What follows belongs to an exercise in optimizing a design on an open flow for small area, a short achievable clock period and few clock cycles; a production flow would make more cautious choices.
In this exercise RTL edits were held to simulation tests only and were not proved equivalent to the original.
Power is estimated from default activity; no workload was simulated.

==> tundra <==
## s9core
module s9core (
    input  wire        clk,
    input  wire        rst,
    input  wire [1:0]  cmd_op,
    input  wire [15:0] cmd_len,
    output wire        busy,
    output wire        done,
    output wire        fault,
    output wire [3:0]  fcode,
    output wire [15:0] finfo,
    output wire [15:0] res_n,
    output wire [18:0] res_bytes,
    output wire [15:0] vin_addr,
    input  wire [31:0] vin_rdata,
    output wire        vout_we,
    output wire [9:0]  vout_addr,
    output wire [31:0] vout_wdata,
    output wire        snk_valid,
    output wire        snk_len,
    output wire [31:0] snk_data,
    input  wire        snk_ready,
    input  wire        snk_fail,
    output wire        src_valid,
    output wire        src_len,
    input  wire        src_ready,
    input  wire        src_fail,
    input  wire [31:0] src_data
);
==> flow/config.mk <==
export PLATFORM = sky130hd
export DESIGN_NAME = s9core
export DESIGN_NICKNAME = s9core
export VERILOG_FILES = /design/flow/design.v
export SDC_FILE = /design/flow/constraint.sdc
export NUM_CORES = 4
export LEC_CHECK = 0
export CAP_MARGIN = 20
export CORE_MARGIN = 2
export CORE_UTILIZATION = 40
export PLACE_DENSITY = 0.6
export SLEW_MARGIN = 20
==> flow/constraint.sdc <==
create_clock -name core_clock -period 10.0 [get_ports {clk}]
set_input_delay 2.0000 -clock core_clock [delete_from_list [all_inputs] [get_ports {clk}]]
set_output_delay 2.0000 -clock core_clock [all_outputs]
set_load 0.01 [all_outputs]
standard.sh (not shown) runs the stock make flow with config.mk's settings and CLKGATE_MAP_FILE= SYNTH_SCRIPT=/design/flow/synth_recipe.tcl, a recipe that flattens the netlist after the stock synthesis.
==> flow/flow/run.sh <==
#!/bin/bash
set -euo pipefail
bash standard.sh SETUP_SLACK_MARGIN=6.5 CORE_UTILIZATION=50 PLACE_DENSITY=0.65 finish > flow_make.log 2>&1
==> onyx (differences from tundra) <==
==> flow/flow/run.sh (replaced) <==
#!/bin/bash
set -euo pipefail
bash standard.sh SETUP_SLACK_MARGIN=6.5 "BUFFER_PORTS_ARGS=-buffer_cell sky130_fd_sc_hd__buf_1" CTS_BUF_LIST=sky130_fd_sc_hd__clkbuf_8 finish > flow_make.log 2>&1
==> run summary <==
Setup crit end kind: tundra flip-flop; onyx output port
Cell row count: tundra 55; onyx 62
Number of inverters outside the clock class in the layout: tundra 33; onyx 32
Part of the total power dissipated in the clock network: tundra 34.6%; onyx 29.7%
Vias in the first global route: tundra 11527; onyx 10933
Share of final-layout standard cells stronger than drive strength 1: tundra 17.37%; onyx 13.85%
Crit path kind: tundra reg2reg; onyx reg2out
1st-iter DRT viols: tundra 2290; onyx 1751
Internal cell power: tundra 0.001370 W; onyx 0.001171 W
Routed length on met3: tundra 5.778 mm; onyx 4.183 mm
Share of the core filled with cells: tundra 69.79%; onyx 48.70%
CP max stage delay: tundra 540 ps; onyx 580 ps
Switching power summed over all nets: tundra 0.0006148 W; onyx 0.0005575 W
Average wire per cell in the routed design: tundra 24.15 µm; onyx 22.11 µm
Number of well taps: tundra 285; onyx 384
Initial standard-cell utilization of the core: tundra 51.07%; onyx 40.50%
Maximum operating frequency: tundra 0.2851 GHz; onyx 0.2867 GHz
Non-clock buffers, area share: tundra 21.39%; onyx 11.78%
Peak ir drop on the vdd network: tundra 0.0001013 V; onyx 0.00007675 V
Beginning of the critical path: tundra j[0]; onyx wreg[6]
Shortest clock period the worst path allows after layout: tundra 3508 ps; onyx 3488 ps
Repair and plain buffers: tundra 363; onyx 321
Run status: tundra no timing/DRC/antenna violations; onyx no timing/DRC/antenna violations
Pwr/cell area: tundra 125.6 mW/mm²; onyx 124.3 mW/mm²
Rel. slew slack: tundra 41.73%; onyx 36.33%
Testbench counts of tundra, summed over its fixed seeds: cycles 105,556.
Testbench counts of onyx, summed over its fixed seeds: cycles 105,556.

==> inputs of pepper <==
s9core again, from the RTL that the note above started with.
==> flow/design.v (excerpt) <==
module s9core (
    input  wire        clk,
    input  wire        rst,
    input  wire [1:0]  cmd_op,
    input  wire [15:0] cmd_len,
    output wire        busy,
    output wire        done,
    output wire        fault,
    output wire [3:0]  fcode,
    output wire [15:0] finfo,
    output wire [15:0] res_n,
    output wire [18:0] res_bytes,
    output wire [15:0] vin_addr,
    input  wire [31:0] vin_rdata,
    output wire        vout_we,
    output wire [9:0]  vout_addr,
    output wire [31:0] vout_wdata,
    output wire        snk_valid,
    output wire        snk_len,
    output wire [31:0] snk_data,
    input  wire        snk_ready,
    input  wire        snk_fail,
    output wire        src_valid,
    output wire        src_len,
    input  wire        src_ready,
    input  wire        src_fail,
    input  wire [31:0] src_data
);
clock: 10.0 ns
lec_check: 0
cap_margin: 20
core_margin: 2
core_utilization: 40
place_density: 0.6
slew_margin: 20
==> flow/flow/run.sh <==
#!/bin/bash
set -euo pipefail
bash standard.sh SETUP_SLACK_MARGIN=6.5 "BUFFER_PORTS_ARGS=-buffer_cell sky130_fd_sc_hd__buf_1" finish > flow_make.log 2>&1
==> inputs of fjord, as changes to pepper <==
==> flow/flow/run.sh (replaced) <==
#!/bin/bash
set -euo pipefail
bash standard.sh SETUP_SLACK_MARGIN=6.5 finish > flow_make.log 2>&1
==> run summary <==
| quantity | pepper | fjord |
|---|---|---|
| Outcome | no timing/DRC/antenna violations | no timing/DRC/antenna violations |
| Clk pwr share | 36.1% | 34.1% |
| Number of DRC markers after the initial detailed-route iteration | 1,844 | 2,000 |
| Clock distribution power | 682 µW | 674 µW |
| Total routing usage reported by global routing | 27.1% | 29.1% |
| Worst R2R Setup Slack | 6.55 ns | 6.50 ns |
| Critical Path Fanout Max | 8 | 2 |
| Final core area utilization | 48.6% | 55.8% |
| Number of cells traversed by the worst register-to-register path | 10 | 12 |
| Sum of net half-perimeters after detailed placement | 29,300 µm | 30,900 µm |
| Critical path endpoint | live[2] | res_n[1] |
| Worst hold margin | 0.456 ns | 0.477 ns |
| Combinational group share of total power | 18.8% | 24.5% |
| Final worst-path cycle share | 34.5% | 35.1% |
| Fraction of area in clock buffers and inverters | 4.30% | 3.68% |
| Synthesis-to-layout area growth | 19.9% | 37.8% |
| Share of cell area taken by multi-input logic gates | 47.6% | 41.9% |
| Area of all placed cells without fillers | 0.0139 mm² | 0.0159 mm² |
| Invs w/o clock | 32 | 33 |
| Sequential power | 851 µW | 820 µW |
| Min setup slack post-route | 6.55 ns | 6.49 ns |
| First-pass GRT wire length | 64,400 µm | 69,500 µm |
| Category of the worst setup path capture point | flop | output port |
Testbench counts of pepper, summed over its fixed seeds: cycles 105,556.
Testbench counts of fjord, summed over its fixed seeds: cycles 105,556.

[re-timing with driven ports]
Ports are ideal in the flow. The routed layouts listed here were re-timed in OpenROAD. Step 1: set_driving_cell puts a clkbuf_16 on clk and a buf_2 on each other input, an assumption about the parent block. Step 2 adds t to the input delays and takes it off the output delays; t is the mean of the earliest and latest rising clock arrival at the registers after step 1. Input paths then give back, and output paths get back, about the clock's delay inside the block. Three values: no drivers, after step 1, after step 2; two values: the first two.
| run | t, ns | setup WS [ns] | hold WS [ns] | slew at the worst register clock pin (ns) |
|---|---|---|---|---|
| tundra | 0.487 | 6.492 / 6.467 / 6.084 | 0.455 / 0.455 / 0.455 | 0.07 / 0.07 |
| onyx | 0.529 | 6.512 / 6.466 / 6.050 | 0.460 / 0.460 / 0.460 | 0.10 / 0.10 |
| pepper | 0.491 | 6.550 / 6.508 / 6.117 | 0.456 / 0.456 / 0.456 | 0.07 / 0.07 |
| fjord | 0.495 | 6.489 / 6.437 / 6.126 | 0.477 / 0.477 / 0.477 | 0.08 / 0.08 |
After both steps every run listed still meets setup and hold. For onyx, which loses most, drivers alone change the setup slack by -0.046 ns; drivers and shift together by -0.462 ns.
